Source: an optimization exercise on an open RTL-to-GDS flow (aim: small area). Production flows keep margins and buffers that such runs may drop. Function was checked by simulation only, so behaviour that the tests miss may differ from the original.

==> design.v <==
module belt_core (
    input  wire        clk,
    input  wire        rst,
    output reg         mem_req,
    output reg         mem_we,
    output wire [15:0] mem_addr,
    output wire [15:0] mem_wdata,
    input  wire        mem_ready,
    input  wire [15:0] mem_rdata,
    output wire        halted,
    output wire [1:0]  result,
    output wire [15:0] pc_o,
    output wire [15:0] sp_o
);
    localparam [4:0] S_CLR    = 5'd0,
                     S_F0     = 5'd1,
                     S_FKQ    = 5'd2,    
                     S_FKPUSH = 5'd3,    
                     S_WP     = 5'd4,    
                     S_WQ     = 5'd5,    
                     S_MUL    = 5'd6,
                     S_DIV    = 5'd7,
                     S_SHIFT  = 5'd8,
                     S_COPY   = 5'd9,    
                     S_PUSH   = 5'd10,   
                     S_LD     = 5'd11,   
                     S_JMP    = 5'd12,   
                     S_SKIP   = 5'd13,   
                     S_CALL0  = 5'd14,   
                     S_CALL   = 5'd15,
                     S_RET    = 5'd16,
                     S_RA     = 5'd17,
                     S_RSP    = 5'd18,
                     S_SVQ    = 5'd19,
                     S_SV     = 5'd20,
                     S_PSH0   = 5'd21,
                     S_PSH    = 5'd22,
                     S_POP    = 5'd23,
                     S_HALT2  = 5'd24,
                     S_HALT3  = 5'd25;
    reg [4:0]  state;
    reg [15:0] ring [0:15];
    reg [3:0]  idx;
    reg [4:0]  cnt;
    reg [15:0] ir;
    reg [15:0] p;
    reg [15:0] q;
    reg [15:0] pcm;
    reg [15:0] sp;
    wire [15:0] tap = ring[15];
    assign halted    = (state == S_HALT2) | (state == S_HALT3);
    assign result    = {1'b1, state == S_HALT3};
    assign pc_o      = pcm;
    assign sp_o      = sp;
    assign mem_wdata = tap;
    wire [3:0] cls = ir[15:12];
    wire [3:0] sub = ir[11:8];
    wire [3:0] fp  = ir[7:4];
    wire [3:0] fq  = ir[3:0];
    wire at_p  = (idx == fp);
    wire at_q  = (idx == fq);
    wire at_15 = (idx == 4'd15);
    wire [3:0] d_cls = mem_rdata[15:12];
    wire [3:0] d_sub = mem_rdata[11:8];
    wire       d_p0  = (mem_rdata[7:4] == 4'd0);
    wire       d_q0  = (mem_rdata[3:0] == 4'd0);
    reg d_valid;
    always @* begin
        case (d_cls)
            4'd1:    d_valid = (d_sub < 4'd3)  && d_q0;
            4'd2:    d_valid = (d_sub < 4'd4)  && d_p0 && d_q0;
            4'd3:    d_valid = (d_sub < 4'd3);
            4'd4:    d_valid = (d_sub < 4'd10);
            4'd5:    d_valid = (d_sub < 4'd3);
            4'd6:    d_valid = (d_sub < 4'd3)  && d_q0;
            4'd7:    d_valid = (d_sub < 4'd2)  && d_p0 && d_q0;    
            default: d_valid = 1'b0;
        endcase
    end
    localparam [1:0] A_Q = 2'd0, A_PSH = 2'd1, A_PC = 2'd2, A_SP = 2'd3;
    localparam [1:0] B_OFF = 2'd0, B_TAP = 2'd1, B_NTAP = 2'd2, B_MUL = 2'd3;
    localparam [1:0] L_AND = 2'd0, L_OR = 2'd1, L_XOR = 2'd2;
    reg  [1:0]  asel, bsel, lop;
    reg  [5:0]  off;
    reg         cin, shin;
    reg  [15:0] a, b;
    always @* begin
        case (asel)
            A_Q:     a = q;
            A_PSH:   a = {p[14:0], shin};
            A_PC:    a = pcm;
            default: a = sp;
        endcase
        case (bsel)
            B_OFF:   b = {{10{off[5]}}, off};
            B_TAP:   b = tap;
            B_NTAP:  b = ~tap;
            default: b = q[15] ? tap : 16'd0;
        endcase
    end
    wire [16:0] sum17 = {1'b0, a} + {1'b0, b} + {16'd0, cin};
    wire [15:0] sum   = sum17[15:0];
    wire        cout  = sum17[16];
    reg  [15:0] lres;
    always @* begin
        case (lop)
            L_AND:   lres = a & b;
            L_OR:    lres = a | b;
            default: lres = a ^ b;
        endcase
    end
    assign mem_addr = sum;
    wire div_ge  = p[15] | cout;
    wire zero    = (sum == 16'd0);
    wire tap0    = (tap == 16'd0);
    wire cnt0    = (cnt == 5'd0);
    wire [3:0] ret_n   = (cls == 4'd3) ? fq : 4'd0;      
    wire       ret_act = (idx >= ret_n);
    wire [4:0] ret_off = {1'b0, idx - ret_n} + 5'd1;
    reg        rot, wr, wsel_mem, push;    
    reg [1:0]  p_op;                       
    reg [1:0]  q_op;                       
    reg        qin;
    reg        pc_en, sp_en, ir_en;
    reg [4:0]  nstate;
    reg [4:0]  cnt_n;
    reg        cnt_ld;
    always @* begin
        mem_req  = 1'b0;
        mem_we   = 1'b0;
        rot      = 1'b0;
        wr       = 1'b0;
        wsel_mem = 1'b0;
        push     = 1'b0;
        p_op     = 2'd0;
        q_op     = 2'd0;
        qin      = 1'b0;
        pc_en    = 1'b0;
        sp_en    = 1'b0;
        ir_en    = 1'b0;
        asel     = A_Q;
        bsel     = B_OFF;
        off      = 6'd0;
        cin      = 1'b0;
        shin     = 1'b0;
        lop      = L_AND;
        nstate   = state;
        cnt_ld   = 1'b0;
        cnt_n    = cnt - 5'd1;
        case (state)
            S_CLR: begin
                asel   = A_PSH;
                off    = 6'h3f;
                cnt_ld = 1'b1;
                cnt_n  = cnt + 5'd1;
                if (cnt0) begin
                    p_op = 2'd1;
                    bsel = B_OFF;
                    off  = 6'd0;
                end else begin
                    rot = 1'b1;
                    wr  = 1'b1;
                    if (cnt == 5'd1) begin
                        pc_en = 1'b1;
                        sp_en = 1'b1;
                    end
                    if (cnt == 5'd16)
                        nstate = S_F0;
                end
            end
            S_F0: begin
                mem_req = 1'b1;
                asel    = A_PC;
                off     = 6'd1;
                if (mem_ready) begin
                    ir_en = 1'b1;
                    pc_en = 1'b1;
                    cnt_ld = 1'b1;
                    cnt_n  = 5'd16;
                    if (!d_valid)
                        nstate = S_HALT2;
                    else case (d_cls)
                        4'd1: nstate = S_FKQ;
                        4'd2: nstate = (d_sub == 4'd1) ? S_FKPUSH : S_FKQ;
                        4'd3: nstate = (d_sub == 4'd2) ? S_RET : S_WP;
                        4'd4: nstate = (d_sub == 4'd9) ? S_SVQ : S_WP;
                        4'd5: nstate = S_WP;
                        4'd6: nstate = (d_sub == 4'd2) ? S_PSH0 : S_WP;
                        default: nstate = (d_sub == 4'd0) ? S_F0 : S_POP;
                    endcase
                end
            end
            S_FKQ: begin
                mem_req = 1'b1;
                asel    = A_PC;
                off     = 6'd1;
                if (mem_ready) begin
                    q_op  = 2'd2;
                    pc_en = 1'b1;
                    if (cls == 4'd1)
                        nstate = S_WP;
                    else if (cls == 4'd2)
                        case (sub[1:0])
                            2'd0:    nstate = S_LD;
                            2'd2:    nstate = S_CALL0;
                            default: nstate = S_JMP;
                        endcase
                    else
                        nstate = S_JMP;    
                end
            end
            S_FKPUSH: begin
                asel = A_PC;
                off  = 6'd1;
                if (!at_15)
                    rot = 1'b1;
                else begin
                    mem_req = 1'b1;
                    if (mem_ready) begin
                        rot      = 1'b1;
                        wr       = 1'b1;
                        wsel_mem = 1'b1;
                        push     = 1'b1;
                        pc_en    = 1'b1;
                        nstate   = S_F0;
                    end
                end
            end
            S_WP: begin
                if (!at_p)
                    rot = 1'b1;
                else if (cls == 4'd1) begin
                    p_op = 2'd1;
                    bsel = B_TAP;
                    lop  = sub[1:0];
                    nstate = S_PUSH;
                end else begin
                    q_op = 2'd1;
                    p_op = 2'd1;               
                    cnt_ld = 1'b1;
                    cnt_n  = (sub == 4'd0) ? {1'b0, fq} : ({1'b0, ~fq} + 5'd1);
                    case (cls)
                        4'd3: nstate = S_SHIFT;
                        4'd6: nstate = (sub == 4'd0) ? S_LD : S_JMP;
                        default: nstate = S_WQ;
                    endcase
                end
            end
            S_WQ: begin
                if (!at_q)
                    rot = 1'b1;
                else if (cls == 4'd5) begin
                    asel = A_Q;
                    bsel = B_NTAP;
                    cin  = 1'b1;
                    case (sub[1:0])
                        2'd0:    nstate = !cout ? S_FKQ : S_SKIP;
                        2'd1:    nstate = (!cout || zero) ? S_FKQ : S_SKIP;
                        default: nstate = zero ? S_FKQ : S_SKIP;
                    endcase
                end else begin
                    asel = A_Q;
                    bsel = B_TAP;
                    cnt_ld = 1'b1;
                    cnt_n  = 5'd16;
                    case (sub)
                        4'd0: begin p_op = 2'd2; nstate = S_PUSH; end
                        4'd1: begin p_op = 2'd2; bsel = B_NTAP; cin = 1'b1; nstate = S_PUSH; end
                        4'd2: nstate = S_MUL;
                        4'd3: nstate = tap0 ? S_HALT3 : S_DIV;
                        4'd4: begin p_op = 2'd1; lop = L_AND; nstate = S_PUSH; end
                        4'd5: begin p_op = 2'd1; lop = L_OR;  nstate = S_PUSH; end
                        4'd6: begin p_op = 2'd1; lop = L_XOR; nstate = S_PUSH; end
                        4'd7: begin cnt_n = {1'b0, tap[3:0]}; nstate = S_SHIFT; end
                        default: begin cnt_n = {1'b0, ~tap[3:0]} + 5'd1; nstate = S_SHIFT; end
                    endcase
                end
            end
            S_MUL: begin
                asel = A_PSH;
                bsel = B_MUL;
                if (cnt0)
                    nstate = S_PUSH;
                else begin
                    p_op   = 2'd2;
                    q_op   = 2'd3;
                    cnt_ld = 1'b1;
                end
            end
            S_DIV: begin
                asel = A_PSH;
                shin = q[15];
                bsel = B_NTAP;
                cin  = 1'b1;
                qin  = div_ge;
                if (cnt0)
                    nstate = S_COPY;
                else begin
                    p_op   = div_ge ? 2'd2 : 2'd3;
                    q_op   = 2'd3;
                    cnt_ld = 1'b1;
                end
            end
            S_SHIFT: begin
                asel = A_PSH;
                shin = q[15];
                if (!at_15)
                    rot = 1'b1;
                if (cnt0)
                    nstate = ((cls == 4'd3) ? (sub == 4'd0) : (sub == 4'd7)) ? S_COPY : S_PUSH;
                else begin
                    p_op   = 2'd3;
                    q_op   = 2'd3;
                    cnt_ld = 1'b1;
                end
            end
            S_COPY: begin
                asel = A_Q;
                p_op = 2'd2;
                if (!at_15)
                    rot = 1'b1;
                nstate = S_PUSH;
            end
            S_PUSH: begin
                rot = 1'b1;
                if (at_15) begin
                    wr     = 1'b1;
                    push   = 1'b1;
                    nstate = S_F0;
                end
            end
            S_LD: begin
                asel = A_Q;
                if (!at_15)
                    rot = 1'b1;
                else begin
                    mem_req = 1'b1;
                    if (mem_ready) begin
                        rot      = 1'b1;
                        wr       = 1'b1;
                        wsel_mem = 1'b1;
                        push     = 1'b1;
                        nstate   = S_F0;
                    end
                end
            end
            S_JMP: begin
                asel   = A_Q;
                off    = 6'h3f;
                pc_en  = 1'b1;
                nstate = S_F0;
            end
            S_SKIP: begin
                asel   = A_PC;
                off    = 6'd1;
                pc_en  = 1'b1;
                nstate = S_F0;
            end
            S_CALL0: begin
                asel   = A_SP;
                off    = 6'h30;            
                sp_en  = 1'b1;
                nstate = S_CALL;
            end
            S_CALL, S_RET: begin
                asel = A_SP;
                off  = {1'b0, ret_off};
                if (cnt0)
                    nstate = (state == S_CALL) ? S_JMP : S_RA;
                else if (ret_act) begin
                    mem_req = 1'b1;
                    mem_we  = (state == S_CALL);
                    if (mem_ready) begin
                        rot      = 1'b1;
                        wr       = (state == S_RET);
                        wsel_mem = 1'b1;
                        cnt_ld   = 1'b1;
                    end
                end else begin
                    rot    = 1'b1;
                    cnt_ld = 1'b1;
                end
            end
            S_RA: begin
                mem_req = 1'b1;
                asel    = A_SP;
                off     = 6'd17;
                if (mem_ready) begin
                    q_op   = 2'd2;
                    nstate = S_RSP;
                end
            end
            S_RSP: begin
                asel   = A_SP;
                off    = 6'd17;
                sp_en  = 1'b1;
                nstate = S_JMP;
            end
            S_SVQ: begin
                if (!at_q)
                    rot = 1'b1;
                else begin
                    q_op   = 2'd1;
                    nstate = S_SV;
                end
            end
            S_SV: begin
                asel = A_Q;
                if (!at_p)
                    rot = 1'b1;
                else begin
                    mem_req = 1'b1;
                    mem_we  = 1'b1;
                    if (mem_ready)
                        nstate = S_F0;
                end
            end
            S_PSH0: begin
                asel   = A_SP;
                off    = 6'h3f;
                sp_en  = 1'b1;
                nstate = S_PSH;
            end
            S_PSH: begin
                asel = A_SP;
                off  = 6'd1;
                if (!at_p)
                    rot = 1'b1;
                else begin
                    mem_req = 1'b1;
                    mem_we  = 1'b1;
                    if (mem_ready)
                        nstate = S_F0;
                end
            end
            S_POP: begin
                asel = A_SP;
                off  = 6'd1;
                if (!at_15)
                    rot = 1'b1;
                else begin
                    mem_req = 1'b1;
                    if (mem_ready) begin
                        rot      = 1'b1;
                        wr       = 1'b1;
                        wsel_mem = 1'b1;
                        push     = 1'b1;
                        sp_en    = 1'b1;
                        nstate   = S_F0;
                    end
                end
            end
            default: ;    
        endcase
    end
    integer k;
    always @(posedge clk) begin
        if (rot) begin
            for (k = 15; k > 0; k = k - 1)
                ring[k] <= ring[k-1];
            ring[0] <= wr ? (wsel_mem ? mem_rdata : p) : ring[15];
        end
    end
    always @(posedge clk) begin
        if (rst) begin
            state <= S_CLR;
            cnt   <= 5'd0;
            idx   <= 4'd15;
        end else begin
            state <= nstate;
            if (cnt_ld)
                cnt <= cnt_n;
            if (rot && !push)
                idx <= idx - 4'd1;
        end
    end
    always @(posedge clk) begin
        if (ir_en)
            ir <= mem_rdata;
        if (pc_en)
            pcm <= sum;
        if (sp_en)
            sp <= sum;
        case (p_op)
            2'd1:    p <= lres;
            2'd2:    p <= sum;
            2'd3:    p <= a;
            default: ;
        endcase
        case (q_op)
            2'd1:    q <= tap;
            2'd2:    q <= mem_rdata;
            2'd3:    q <= {q[14:0], qin};
            default: ;
        endcase
    end
endmodule
==> run.sh <==
#!/bin/bash
# synth_recipe.tcl (not shown) runs the flow's synth.tcl, then flattens the netlist and writes it again
# the make line also repeats each setting of config.mk as NAME=value (left out here)
make -C /OpenROAD-flow-scripts/flow DESIGN_CONFIG=/design/flow/config.mk WORK_HOME=/design/flow/orfs CLKGATE_MAP_FILE= SYNTH_SCRIPT=/design/flow/synth_recipe.tcl finish
==> config.mk <==
export PLATFORM = sky130hd
export DESIGN_NAME = belt_core
export DESIGN_NICKNAME = belt_core
export VERILOG_FILES = /design/flow/design.v
export SDC_FILE = /design/flow/constraint.sdc
export NUM_CORES = 4
export LEC_CHECK = 0
export ABC_AREA = 1
export CAP_MARGIN = 20
export CORE_MARGIN = 2
export CORE_UTILIZATION = 40
export PLACE_DENSITY = 0.6
export SLEW_MARGIN = 20
==> constraint.sdc <==
create_clock -name core_clock -period 10.0 [get_ports {clk}]
set_input_delay 2.0000 -clock core_clock [delete_from_list [all_inputs] [get_ports {clk}]]
set_output_delay 2.0000 -clock core_clock [all_outputs]
set_load 0.01 [all_outputs]
==> flow_summary.json, run 1 <==
{
  "end_kind": "output pin",
  "root_buffer": "clkbuf_16",
  "std_cell_rows": 74,
  "synthTopCellsByArea": "edfxtp_1 61%, nand2_1 7.4%, inv_1 4.7%",
  "crit_path_end": "mem_addr[10]",
  "crit_buf_inv": 7,
  "synth_top_flop_cell": "edfxtp_1",
  "worst-path-stages": 27,
  "post_cts_buffers": 0,
  "drc_errors": 0,
  "dpl-instance-area_um2": 18010,
  "worst_slack_ns": 2.388,
  "cts_resized": 0,
  "synthToLayoutAreaGrowth_pct": 16.27,
  "fin_worst_skew_ns": 0.01374,
  "setup-violations-final": 0,
  "cts_buffer_depth": 3,
  "arrival_ns": 5.61,
  "crit_slowest_cell": "clkdlybuf4s50_1",
  "synth_cell_types": 65,
  "dieHeight_um": 207.5,
  "die-area_um2": 43050,
  "cp-start-kind": "flop",
  "nNetsFinal": 1709,
  "grt_antenna_before_repair": 1,
  "vias": 11810,
  "clock_latency_ns": 0.55,
  "reg2reg_from": "ir[15]",
  "fp.coreArea_um2": 40830,
  "grt_pass1_vias": 10990,
  "relSlewSlack": 0.1509,
  "yosysWarningCount": 2,
  "crit_family": "simple AND/OR/NAND/NOR gates",
  "worstPathMaxFanout": 7,
  "cp-startpoint": "ir[15]",
  "cap_viol_max_count": 0,
  "drv_slew": 0,
  "synth_top_cell_by_area": "edfxtp_1",
  "reg2reg_depth": 32,
  "syn_area_um2": 16560,
  "drt_iter0_markers": 1216,
  "synth_fp_nets": 1601,
  "clkTransAtPathRegs_ns": 0.06,
  "antenna_cells": 0,
  "cts_tree": "built",
  "rsz0062_at_grt": "no",
  "fin_area_um2": 19260,
  "pre_cts_slack_ns": 3.009,
  "path_class": "reg2out",
  "synth_edf_count": 336,
  "grt_pass1_wl_mm": 67.35,
  "cts_sinks": 350,
  "wl_per_cell_um": 20.35,
  "holdPathStages": 0,
  "grt_usage": 0.2049,
  "wl_mm": 44.84,
  "r2r_end": "p[1]",
  "io_pins": 88,
  "netlist_instances": 1535,
  "fmax_ghz": 0.1314,
  "reg2reg_slack_ns": 3.97,
  "initial_core_util": 0.4057,
  "outcome": "no timing/DRC/antenna violations",
  "synth_top_area_share": 0.6092,
  "htree_levels": 2,
  "gp_congestion": 0.9654,
  "synth_most_common_cell": "edfxtp_1",
  "cpPeakStageDelay_ns": 0.64,
  "ys_seq_elements": 350,
  "synth_seq_area_share": 0.6261,
  "final_util": 0.4717,
  "async_flop_share": 0,
  "drive_above_1_share": 0.08797,
  "grt_max_degree": 94,
  "fin_setup_tns_ns": 0,
  "hold_path.class": "reg2reg",
  "port_buffers": 86,
  "grt_overflow": 0,
  "hold_buffers": 0,
  "viasPerCell": 5.359,
  "finalHoldViolations": 0,
  "cts_buffers": 39,
  "ys_top_cells_by_count": "336 x edfxtp_1, 326 x nand2_1, 209 x inv_1",
  "die_x_um": 207.5,
  "drtPass1Iterations": 5,
  "hpwl_mm": 33.05,
  "synth.avg_cell_area_um2": 10.79,
  "required_ns": 8.00,
  "finalCriticalPeriod_ns": 7.612,
  "fin_crit_sh": 0.7612,
  "worst-slew-pin-transition_ns": 1.274,
  "ant_nets": 0
}
## cell usage in the layout (no fill, tap or decap), drive strengths merged, types with 6 or more instances in the layout
master / Yosys / final
o221ai: 26 / 26
clkdlybuf4s50: 0 / 86
edfxtp: 336 / 336
nand2: 341 / 341
nor2: 117 / 117
nand3: 75 / 75
nand4: 17 / 17
buf: 18 / 12
or2: 6 / 6
a22oi: 9 / 9
o21ai: 103 / 103
clkinv: 2 / 20
a21oi: 55 / 55
nor3: 32 / 32
a31oi: 6 / 6
dfxtp: 14 / 14
nor4: 8 / 8
inv: 230 / 231
xor2: 12 / 12
a221oi: 6 / 6
clkbuf: 13 / 46
ha: 44 / 44
o211ai: 33 / 33
## registers in the layout, indices dropped and copies added, names as in the netlist
register / cells
q: 16
sp: 16
ring: 256
state: 5
pcm: 16
cnt: 5
p: 16
idx: 4
ir: 16
## routing by layer
| layer | up-vias | share of wire | track usage | wire length, µm |
|---|---|---|---|---|
| met4 | 2 | 0.022 | 0.05788 | 988 |
| met1 | 5745 | 0.46 | 0.3015 | 20800 |
| li1 | 5567 | - | - | - |
| met3 | 62 | 0.067 | 0.03873 | 2993 |
| met5 | - | 0.00027 | 0 | 12 |
| met2 | 430 | 0.45 | 0.3098 | 20040 |
## metrics by stage
| stage | std cells | hold WS, ns |
|---|---|---|
| after CTS | 2202 | 0.4135 |
| final | 2203 | 0.4082 |
| after floorplan | 1535 | 0.4003 |
| after detailed placement | 2133 | 0.4045 |
| after global placement | 2133 | 0.4007 |
| after global routing | 2203 | 0.4165 |
## layout make-up
type / instances / area [µm²]
repair buffers: 98 / 958.4
well taps: 532 / 665.6
inverters: 232 / 873.3
clock inverters: 23 / 185.2
flip-flops and latches: 350 / 10370
fillers: 3775 / 21570
multi-input cells: 922 / 5161
clock buffers: 46 / 1045
## logic make-up after synthesis
logic type / count (synthesis) / synth area share
AO/OA/AOI/OAI: 259 / 0.1030
XOR/XNOR: 13 / 0.006874
adder cells (fa/ha/maj): 47 / 0.03686
buffers and inverters: 263 / 0.06308
flip-flops: 350 / 0.6261
other: 1 / 0.0002264
AND/OR/NAND/NOR: 602 / 0.1638
## worst min-delay path by stage
stage                 start      endpoint  slack [ns]
6_report       ring[11][11]  ring[12][11]        0.41
5_1_grt        ring[11][11]  ring[12][11]        0.42
4_1_cts        ring[11][11]  ring[12][11]        0.41
3_5_place_dp    ring[9][10]  ring[10][10]        0.40
3_3_place_gp     ring[5][0]    ring[6][0]        0.40
2_1_floorplan    ring[9][0]   ring[10][0]        0.40
==> run 2: changes to the inputs <==
--- a/config.mk
+++ b/config.mk
@@ -5,7 +5,6 @@
 export SDC_FILE = /design/flow/constraint.sdc
 export NUM_CORES = 4
 export LEC_CHECK = 0
-export ABC_AREA = 1
 export CAP_MARGIN = 20
 export CORE_MARGIN = 2
 export CORE_UTILIZATION = 40
==> flow_summary.json, run 2 <==
{
  "fp.coreArea_um2": 40920,
  "outcome": "no timing/DRC/antenna violations",
  "async_flop_share": 0,
  "vias": 11610,
  "synth_cell_types": 90,
  "synth_seq_area_share": 0.6236,
  "synth_top_cell_by_area": "edfxtp_1",
  "htree_levels": 2,
  "clkTransAtPathRegs_ns": 0.06,
  "path_class": "reg2out",
  "synth_fp_nets": 1410,
  "required_ns": 8.00,
  "drtPass1Iterations": 5,
  "fin_cells": 1980,
  "synth_top_area_share": 0.6068,
  "end_kind": "output pin",
  "initial_core_util": 0.4063,
  "dieHeight_um": 207.9,
  "cts_buffers": 38,
  "dp.cells": 1911,
  "hpwl_mm": 33.56,
  "hold_buffers": 0,
  "gp_congestion": 0.9652,
  "antenna_cells": 0,
  "cts_resized": 0,
  "synth_most_common_cell": "edfxtp_1",
  "cts_sinks": 350,
  "viasPerCell": 5.865,
  "fin_worst_skew_ns": 0.03707,
  "cts_tree": "built",
  "setup-violations-final": 0,
  "fin_setup_tns_ns": 0,
  "regMostFlops": "ring",
  "ff_latch_area_um2": 10370,
  "syn_area_um2": 16630,
  "drt_iter0_markers": 1298,
  "synth.avg_cell_area_um2": 12.37,
  "ys_top_cells_by_count": "336 x edfxtp_1, 118 x nand2_1, 113 x nor2_1",
  "grt_overflow": 0,
  "finalCriticalPeriod_ns": 8.472,
  "synth_edf_count": 336,
  "netlist_instances": 1344,
  "mostFrequentLayoutCell": "edfxtp_1",
  "mostFrequentLayoutCells": "336 x edfxtp_1, 117 x nand2_1, 112 x nor2_1, 86 x clkdlybuf4s50_1, 66 x a21oi_1",
  "cts_buffer_depth": 3,
  "ant_nets": 0,
  "synthToLayoutAreaGrowth_pct": 15.82,
  "grt_max_degree": 83,
  "port_buffers": 86,
  "rsz0062_at_grt": "no",
  "ys_seq_elements": 350,
  "fin_crit_sh": 0.8472,
  "worstPathMaxFanout": 9,
  "die_x_um": 207.9,
  "largest_register_ffs": 256,
  "root_buffer": "clkbuf_16",
  "clock_latency_ns": 0.58,
  "pre_cts_slack_ns": 2.320,
  "whs_ns": 0.3951,
  "synthTopCellsByArea": "edfxtp_1 61%, ha_1 3.3%, mux2i_1 2.9%",
  "grt_antenna_before_repair": 1,
  "grt_pass1_wl_mm": 71.64,
  "wl_mm": 47.90,
  "worst-slew-pin-transition_ns": 1.043,
  "io_pins": 88,
  "synth_top_flop_cell": "edfxtp_1",
  "std_cell_rows": 74,
  "multi_input_area_um2": 5737,
  "arrival_ns": 6.47,
  "hold_path.class": "reg2reg",
  "die-area_um2": 43220,
  "reg2reg_depth": 18,
  "grt_pass1_vias": 10980,
  "holdPathStages": 0,
  "drive_above_1_share": 0.07873,
  "drv_slew": 0,
  "finalHoldViolations": 0,
  "cp-start-kind": "flop",
  "fillers": 3709,
  "yosysWarningCount": 2,
  "worst_slack_ns": 1.528,
  "nNetsFinal": 1485,
  "relSlewSlack": 0.2949,
  "fmax_ghz": 0.1180,
  "post_cts_buffers": 0,
  "wl_per_cell_um": 24.19,
  "grt_usage": 0.2194,
  "drc_errors": 0,
  "cap_viol_max_count": 0
}
run 2: critical path: stages, from the launching register on:
cell and delay [ns]:
edfxtp_1 0.52, nor4bb_1 0.93, and2_1 0.24, ha_1 0.28, a21oi_1 0.17, o21ai_0 0.11, a21oi_1 0.16, o22ai_1 0.10
o31a_1 0.34, fa_1 0.48, fa_1 0.46, a21oi_2 0.26, o211ai_2 0.17, a2111o_1 0.45, a211oi_1 0.59, clkdlybuf4s50_1 0.66
run 2: through the flow:
step	instance area (µm²)	util
finish	19260	0.4706
global route	19260	0.4706
CTS	19250	0.4705
detailed placement	18040	0.4408
global placement	18040	0.4408
floorplan	16630	-
run 2: layout make-up:
cell class | count | share of cell area
clock buffers | 51 | 0.05243
clock inverters | 18 | 0.01052
inverters | 52 | 0.01014
multi-input cells | 862 | 0.2979
flip-flops and latches | 350 | 0.5385
well taps | 532 | 0.03456
repair buffers | 115 | 0.05600
run 2: cells by family after synthesis:
logic type / share of synthesized area
AO/OA/AOI/OAI: 0.1410
AND/OR/NAND/NOR: 0.1150
multiplexers: 0.03175
flip-flops: 0.6236
buffers and inverters: 0.03326
other: 0.0002255
XOR/XNOR: 0.01844
adder cells (fa/ha/maj): 0.03672
run 2: worst paths after layout:
path         startpoint            to  slack (ns)
min reg2reg  ring[9][1]   ring[10][1]        0.40
max              ir[14]  mem_addr[12]        1.53
min          ring[9][1]   ring[10][1]        0.40
max reg2reg      ir[14]          p[8]        3.54
run 2: layer usage:
layer | share of wire | global-route usage | vias up
met5 | 0 | 0 | -
met4 | 0.039 | 0.09171 | 0
met3 | 0.070 | 0.04091 | 86
met2 | 0.45 | 0.3246 | 449
met1 | 0.45 | 0.3171 | 5799
li1 | - | - | 5279
==> run 3: changes to the inputs <==
--- a/design.v
+++ b/design.v
@@ -60,6 +60,7 @@
     wire at_p  = (idx == fp);
     wire at_q  = (idx == fq);
     wire at_15 = (idx == 4'd15);
+    wire shl   = (cls == 4'd3) ? (sub == 4'd0) : (sub == 4'd7);
     wire [3:0] d_cls = mem_rdata[15:12];
     wire [3:0] d_sub = mem_rdata[11:8];
     wire       d_p0  = (mem_rdata[7:4] == 4'd0);
@@ -91,24 +92,17 @@
             A_PC:    a = pcm;
             default: a = sp;
         endcase
-        case (bsel)
-            B_OFF:   b = {{10{off[5]}}, off};
-            B_TAP:   b = tap;
-            B_NTAP:  b = ~tap;
-            default: b = q[15] ? tap : 16'd0;
-        endcase
+        if (bsel == B_OFF)
+            b = {{10{off[5]}}, off};
+        else
+            b = (tap & {16{bsel != B_MUL || q[15]}}) ^ {16{bsel == B_NTAP}};
     end
     wire [16:0] sum17 = {1'b0, a} + {1'b0, b} + {16'd0, cin};
     wire [15:0] sum   = sum17[15:0];
     wire        cout  = sum17[16];
-    reg  [15:0] lres;
-    always @* begin
-        case (lop)
-            L_AND:   lres = a & b;
-            L_OR:    lres = a | b;
-            default: lres = a ^ b;
-        endcase
-    end
+    wire        l_and = (lop != L_XOR);
+    wire        l_xor = (lop != L_AND);
+    wire [15:0] lres  = ((a & b) & {16{l_and}}) | ((a ^ b) & {16{l_xor}});
     assign mem_addr = sum;
     wire div_ge  = p[15] | cout;
     wire zero    = (sum == 16'd0);
@@ -238,7 +232,7 @@
                     q_op = 2'd1;
                     p_op = 2'd1;               
                     cnt_ld = 1'b1;
-                    cnt_n  = (sub == 4'd0) ? {1'b0, fq} : ({1'b0, ~fq} + 5'd1);
+                    cnt_n  = {1'b0, fq};
                     case (cls)
                         4'd3: nstate = S_SHIFT;
                         4'd6: nstate = (sub == 4'd0) ? S_LD : S_JMP;
@@ -271,8 +265,7 @@
                         4'd4: begin p_op = 2'd1; lop = L_AND; nstate = S_PUSH; end
                         4'd5: begin p_op = 2'd1; lop = L_OR;  nstate = S_PUSH; end
                         4'd6: begin p_op = 2'd1; lop = L_XOR; nstate = S_PUSH; end
-                        4'd7: begin cnt_n = {1'b0, tap[3:0]}; nstate = S_SHIFT; end
-                        default: begin cnt_n = {1'b0, ~tap[3:0]} + 5'd1; nstate = S_SHIFT; end
+                        default: begin cnt_n = {1'b0, tap[3:0]}; nstate = S_SHIFT; end
                     endcase
                 end
             end
@@ -302,16 +295,26 @@
                 end
             end
             S_SHIFT: begin
-                asel = A_PSH;
-                shin = q[15];
+                asel   = A_PSH;
+                shin   = q[15];
+                cnt_ld = 1'b1;
                 if (!at_15)
                     rot = 1'b1;
-                if (cnt0)
-                    nstate = ((cls == 4'd3) ? (sub == 4'd0) : (sub == 4'd7)) ? S_COPY : S_PUSH;
-                else begin
-                    p_op   = 2'd3;
-                    q_op   = 2'd3;
-                    cnt_ld = 1'b1;
+                if (shl) begin
+                    if (cnt0)
+                        nstate = S_COPY;
+                    else begin
+                        p_op = 2'd3;
+                        q_op = 2'd3;
+                    end
+                end else begin
+                    cnt_n = cnt + 5'd1;
+                    if (cnt[4])
+                        nstate = S_PUSH;
+                    else begin
+                        p_op = 2'd3;
+                        q_op = 2'd3;
+                    end
                 end
             end
             S_COPY: begin
==> flow/run.sh (new file) <==
#!/bin/bash
# The standard layout (standard.sh) with three changes:
#  1. after the standard synthesis, the combinational logic is mapped again
#     by ABC with an area-oriented script (flip-flops are kept as they are:
#     same cells, same names), see resyn below;
#  2. ports are buffered with the smallest buffer, buf_1;
#  3. CTS uses clkbuf_8 in clusters of at most 15 sinks and inserts no
#     dummy loads.
# Each tool writes its full output to a log file in this folder.
set -euo pipefail
export BUFFER_PORTS_ARGS="-buffer_cell sky130_fd_sc_hd__buf_1"
export CTS_ARGS="-sink_clustering_enable -repair_clock_nets -dont_use_dummy_load -buf_list {sky130_fd_sc_hd__clkbuf_8} -sink_clustering_size 15 -sink_clustering_max_diameter 50"

R=orfs/results/${FLOW_PLATFORM}/belt_core/base
LIB=${FLOW_HOME}/platforms/${FLOW_PLATFORM}/lib/sky130_fd_sc_hd__tt_025C_1v80.lib

# standard synthesis
bash standard.sh synth > synth.log 2>&1
cp $R/1_2_yosys.v 1_2_yosys_standard.v

# remap the combinational logic for area
DU=$(sed -n '/DONT_USE_CELLS += /,/^#/p' ${FLOW_HOME}/platforms/${FLOW_PLATFORM}/config.mk \
     | grep -o 'sky130_fd_sc_hd__[a-z0-9_]*' | sed 's/^/-dont_use /' | tr '\n' ' ')
SEQ=$(grep -o 'sky130_fd_sc_hd__[a-z0-9_]*' 1_2_yosys_standard.v | sort -u \
      | grep -E '__(df|edf|sdf|sedf|dl)' | tr '\n' ' ')
printf 'strash\n&get -n\n&deepsyn -T 40\n&put\ndch -f\nmap -a\nstrash\ndch -f\nmap -a\ntopo\n' > resyn.abc
cat > resyn.ys <<EOT
read_liberty -ignore_miss_func $LIB
blackbox $SEQ
read_verilog 1_2_yosys_standard.v
hierarchy -top ${FLOW_TOP}
flatten
opt_clean -purge
abc -liberty $LIB $DU -script resyn.abc
setundef -zero
splitnets
opt_clean -purge
hilomap -singleton -hicell sky130_fd_sc_hd__conb_1 HI -locell sky130_fd_sc_hd__conb_1 LO
insbuf -buf sky130_fd_sc_hd__buf_4 A X
opt_clean -purge
stat -liberty $LIB
write_verilog -noattr -nohex -nodec 1_2_yosys_resyn.v
EOT
yosys -s resyn.ys > resyn.log 2>&1
cp 1_2_yosys_resyn.v $R/1_2_yosys.v

# the rest of the flow (1_synth.odb is rebuilt from the new netlist)
bash standard.sh > standard.log 2>&1
==> standard.sh (new file) <==
#!/bin/bash
# synth_recipe.tcl (not shown) runs the flow's synth.tcl, then flattens the netlist and writes it again
# the make line also repeats each setting of config.mk as NAME=value (left out here)
make -C /OpenROAD-flow-scripts/flow DESIGN_CONFIG=/design/flow/config.mk WORK_HOME=/design/flow/orfs CLKGATE_MAP_FILE= SYNTH_SCRIPT=/design/flow/synth_recipe.tcl "${@:-finish}"
removed: run.sh
==> flow_summary.json, run 3 <==
{
  "outcome": "no timing/DRC/antenna violations",
  "fmax_ghz": 0.1093,
  "ant_nets": 0,
  "rsz0062_at_grt": "no",
  "crit_top_cell": "nor2_1",
  "mostFrequentLayoutCells": "336 x edfxtp_1, 183 x nor2_1, 173 x clkinv_1, 126 x nand2_1, 86 x buf_1",
  "grt_overflow": 0,
  "root_buffer": "clkbuf_8",
  "cap_viol_max_count": 0,
  "finalCriticalPeriod_ns": 9.146,
  "gp_congestion": 0.9472,
  "io_pins": 88,
  "cts_tree": "built",
  "fp.coreArea_um2": 36430,
  "end_kind": "output pin",
  "relSlewSlack": 0.2493,
  "fin_area_um2": 16090,
  "dpl-instance-area_um2": 15470,
  "grt_antenna_before_repair": 0,
  "hpwl_mm": 27.73,
  "drive_above_1_share": 0.05953,
  "multi_input_area_um2": 3401,
  "syn_area_um2": 14760,
  "finalHoldViolations": 0,
  "fillers": 3396,
  "antenna_cells": 0,
  "clock_latency_ns": 0.62,
  "dp.cells": 1754,
  "synthToLayoutAreaGrowth_pct": 9.021,
  "highest_layer": "met4",
  "cts_sinks": 350,
  "die_x_um": 196.1,
  "hold_path.class": "reg2reg",
  "fin_worst_skew_ns": 0.1159,
  "worstPathMaxFanout": 11,
  "vias": 9770,
  "synth.avg_cell_area_um2": 11.99,
  "worst-slew-pin-transition_ns": 1.122,
  "mostFrequentLayoutCell": "edfxtp_1",
  "grt_max_degree": 94,
  "crit_slowest_cell": "dfxtp_1",
  "htree_levels": 2,
  "grt_pass1_vias": 9146,
  "wl_met1_mm": 18.17,
  "viasPerCell": 5.443,
  "nNetsFinal": 1348,
  "drc_errors": 0,
  "synth_fp_nets": 1250,
  "drtPass1Iterations": 5,
  "wl_per_cell_um": 21.17,
  "cts_buffer_depth": 3,
  "cp-start-kind": "flop",
  "port_buffers": 86,
  "cpPeakStageDelay_ns": 0.62,
  "std_cell_rows": 70,
  "yosysWarningCount": 2,
  "path_class": "reg2out",
  "regMostFlops": "ring",
  "setup-violations-final": 0,
  "wl_mm": 38.00,
  "drt_iter0_markers": 909,
  "fin_cells": 1795,
  "clkTransAtPathRegs_ns": 0.09,
  "ff_latch_area_um2": 10370,
  "dieHeight_um": 196.1,
  "drv_slew": 0,
  "routed-wl-met2_mm": 16.16,
  "netlist_instances": 1231,
  "met3_length_mm": 2.714,
  "arrival_ns": 7.15,
  "required_ns": 8.00,
  "cts_buffers": 40,
  "grt_usage": 0.1981,
  "initial_core_util": 0.4050,
  "fin_crit_sh": 0.9146,
  "largest_register_ffs": 256,
  "die-area_um2": 38440,
  "grt_pass1_wl_mm": 56.13
}
-- run 3: per-stage QoR --
stage                 util  setup WS [ns]  setup TNS [ns]  hold WS (ns)
finish              0.4416         0.8544               0        0.3757
detailed placement  0.4246          1.022               0        0.4045
global route        0.4416        0.06180               0        0.3714
global placement    0.4246          1.088               0        0.4006
floorplan                -         -2.163         -559.98        0.4003
CTS                 0.4397         0.3504               0        0.3595
-- run 3: worst paths after layout --
| check | cells past startpoint | from | to | slack (ns) |
|---|---|---|---|---|
| worst max-delay path | 44 | state[4] | mem_addr[15] | 0.85 |
| worst max register to register | 52 | state[4] | p[1] | 2.11 |
| worst min-delay path | 0 | ring[9][1] | ring[10][1] | 0.38 |
| worst min register to register | 0 | ring[9][1] | ring[10][1] | 0.38 |
-- run 3: cell type report --
class                           instances  share of cell area
Inverter                              177             0.04347
Sequential cell                       350              0.6446
Multi-Input combinational cell        655              0.2114
Clock buffer                           40             0.03422
Timing Repair Buffer                  105             0.02994
Tap cell                              468             0.03640
-- run 3: worst max-delay path: cells and delay by family, from the launching register on --
family	cells	cell delay [ns]
simple gates	22	2.59
compound gates	8	1.60
xor+xnor	1	0.24
flops	1	0.62
buf+inv	13	1.54
-- run 3: routing by layer --
| layer | track usage | vias to the layer above |
|---|---|---|
| li1 | - | 4567 |
| met1 | 0.2977 | 4760 |
| met3 | 0.04263 | 62 |
| met5 | 0 | - |
| met4 | 0.05724 | 0 |
| met2 | 0.2896 | 381 |
-- run 3: timing repair --
item	4_1_cts	5_1_grt
endpoints found under the setup margin	0	3
hold endpoints to repair	0	0
hold buffers	0	0
gates resized for setup	0	11
buffers inserted	0	0
==> run 4: changes to the inputs <==
--- a/flow/run.sh
+++ b/flow/run.sh
@@ -23,7 +23,7 @@
      | grep -o 'sky130_fd_sc_hd__[a-z0-9_]*' | sed 's/^/-dont_use /' | tr '\n' ' ')
 SEQ=$(grep -o 'sky130_fd_sc_hd__[a-z0-9_]*' 1_2_yosys_standard.v | sort -u \
       | grep -E '__(df|edf|sdf|sedf|dl)' | tr '\n' ' ')
-printf 'strash\n&get -n\n&deepsyn -T 40\n&put\ndch -f\nmap -a\nstrash\ndch -f\nmap -a\ntopo\n' > resyn.abc
+printf 'strash\n&get -n\n&deepsyn -T 40\n&put\ndch -f\namap -F 5 -A 5\nstrash\ndch -f\namap -F 5 -A 5\ntopo\n' > resyn.abc
 cat > resyn.ys <<EOT
 read_liberty -ignore_miss_func $LIB
 blackbox $SEQ
==> flow_summary.json, run 4 <==
{
  "fmax_ghz": 0.1084,
  "reg2reg_depth": 52,
  "grt_max_degree": 93,
  "fillers": 3228,
  "r2r_end": "p[7]",
  "ant_nets": 0,
  "drc_errors": 0,
  "synthToLayoutAreaGrowth_pct": 9.719,
  "mostFrequentLayoutCells": "336 x edfxtp_1, 139 x clkinv_1, 115 x nor2_1, 86 x buf_1, 73 x o21ai_0",
  "nNetsFinal": 1222,
  "regMostFlops": "ring",
  "crit_family": "simple AND/OR/NAND/NOR gates",
  "vias": 9690,
  "finalCriticalPeriod_ns": 9.222,
  "grt_antenna_before_repair": 0,
  "cts_sinks": 350,
  "dp.cells": 1618,
  "die_x_um": 193.7,
  "synth_fp_nets": 1113,
  "hold_buffers": 0,
  "gr-usage-met2": 0.3040,
  "wl_mm": 38.62,
  "use_met1": 0.2885,
  "reg2reg_from": "state[1]",
  "synth.avg_cell_area_um2": 13.16,
  "gp_congestion": 0.9349,
  "relSlewSlack": 0.2795,
  "holdPathStages": 0,
  "met3_usage": 0.04035,
  "cp-start-kind": "flop",
  "finalHoldViolations": 0,
  "hpwl_mm": 27.06,
  "drtPass1Iterations": 7,
  "viasPerCell": 5.827,
  "std_cell_rows": 69,
  "required_ns": 8.00,
  "die-area_um2": 37510,
  "dieHeight_um": 193.7,
  "mostFrequentLayoutCell": "edfxtp_1",
  "fin_worst_skew_ns": 0.08309,
  "whs_ns": 0.3907,
  "crit_slowest_cell": "dfxtp_1",
  "crit_top_cell": "nor2_1",
  "grt_overflow": 0,
  "syn_area_um2": 14390,
  "drv_slew": 0,
  "initial_core_util": 0.4056,
  "pre_cts_slack_ns": 0.7904,
  "crit_buf_inv": 8,
  "root_buffer": "clkbuf_8",
  "fin_cells": 1663,
  "cpPeakStageDelay_ns": 0.46,
  "hold_path.class": "reg2reg",
  "grt_usage": 0.2004,
  "arrival_ns": 7.22,
  "gr-max-usage-layer": "met2",
  "hold_start": "ring[8][10]",
  "fin_setup_tns_ns": 0,
  "fin_crit_sh": 0.9222,
  "setup-violations-final": 0,
  "wl_per_cell_um": 23.22,
  "clkTransAtPathRegs_ns": 0.09,
  "reg2reg_slack_ns": 1.21,
  "fp.coreArea_um2": 35480,
  "io_pins": 88,
  "end_kind": "output pin",
  "outcome": "no timing/DRC/antenna violations",
  "drt_iter0_markers": 1282,
  "htree_levels": 2,
  "worst_slack_ns": 0.7781,
  "largest_register_ffs": 256,
  "min_to": "ring[9][10]",
  "worst-slew-pin-transition_ns": 1.075,
  "cts_tree": "built",
  "clock_latency_ns": 0.56,
  "drive_above_1_share": 0.07494,
  "worstPathMaxFanout": 15,
  "grt_pass1_wl_mm": 57.23,
  "grt_pass1_vias": 9072,
  "cts_buffer_depth": 3,
  "port_buffers": 86,
  "final_util": 0.4450,
  "netlist_instances": 1094,
  "yosysWarningCount": 2,
  "cts_buffers": 38,
  "path_class": "reg2out",
  "cap_viol_max_count": 0
}
run 4: cell count changes in the layout (fill, tap and decap cells not counted), sizes merged, moves of 13 or more:
cell and change:
a221oi -17, xor2 -15, o22ai +18, nor2 -69, clkinv -36, nand2 -54, a21oi -19, a222oi +49
buf +13
run 4: what timing repair did:
action | CTS | global route
endpoints found under the setup margin | 0 | 18
setup buffers | 0 | 6
gates resized for setup | 0 | 17
run 4: final cells by class:
cell class | instances | area (µm²) | share of cell area
clock buffer | 38 | 523.0 | 0.03312
sequential | 350 | 10370 | 0.6568
tap | 461 | 576.8 | 0.03653
timing repair buffer | 118 | 563.0 | 0.03565
antenna | 1 | 2.502 | 0.0001585
multi-input combinational | 550 | 3192 | 0.2021
inverter | 145 | 563.0 | 0.03565
run 4: how the worst max path moves through the flow:
stage,to,cells after the start,startpoint
after floorplan,mem_addr[15],41,state[1]
after global placement,p[7],50,state[2]
after detailed placement,mem_addr[15],42,state[2]
after CTS,mem_addr[15],44,state[1]
after global routing,mem_addr[15],47,ir[12]
final,mem_addr[15],44,state[1]
run 4: routing by layer:
layer | routed length [µm] | vias to the layer above
li1 | - | 4348
met1 | 16690 | 4706
met2 | 17070 | 530
met3 | 3545 | 106
met4 | 1311 | 0
met5 | 0 | -
run 4: worst reg2reg max path: cells and delay by family (launching register included):
family / cells / cell delay, ns
AOI/OAI and AO/OA: 12 / 2.05
buffers and inverters: 10 / 1.76
DFF: 1 / 0.46
and+or+nand+nor: 30 / 4.31
run 4: through the flow:
stage          instance area, µm²
2_1_floorplan               14390
3_3_place_gp                15160
3_5_place_dp                15160
4_1_cts                     15680
5_1_grt                     15790
6_report                    15790

what the ideal ports hide:
How much do the figures lean on ideal ports? The routed layouts below were timed once more, with nothing changed but the port constraints. Step 1 assumes that a clkbuf_16 drives the clock port and a buf_2 every other input. Step 2 also shifts input and output timing later by t, the mid clock arrival at the registers, as if the neighbouring blocks saw the same clock. a / b / c = no drivers / after step 1 / after step 2; a / b = the first two.
run	t, ns	setup slack, ns	worst setup path at the end	latest minus earliest clock arrival (ns)	worst data-port slew with drivers (ns)
run 1	0.596	2.388 / 2.335 / 2.931	register to output	0.014 / 0.014	0.06
run 2	0.613	1.528 / 1.475 / 2.088	register to output	0.038 / 0.038	0.07
run 3	0.607	0.854 / 0.808 / 1.415	register to output	0.116 / 0.116	0.08
run 4	0.571	0.778 / 0.730 / 1.206	register to register	0.084 / 0.083	0.07
After both steps setup and hold are still met in every run listed.
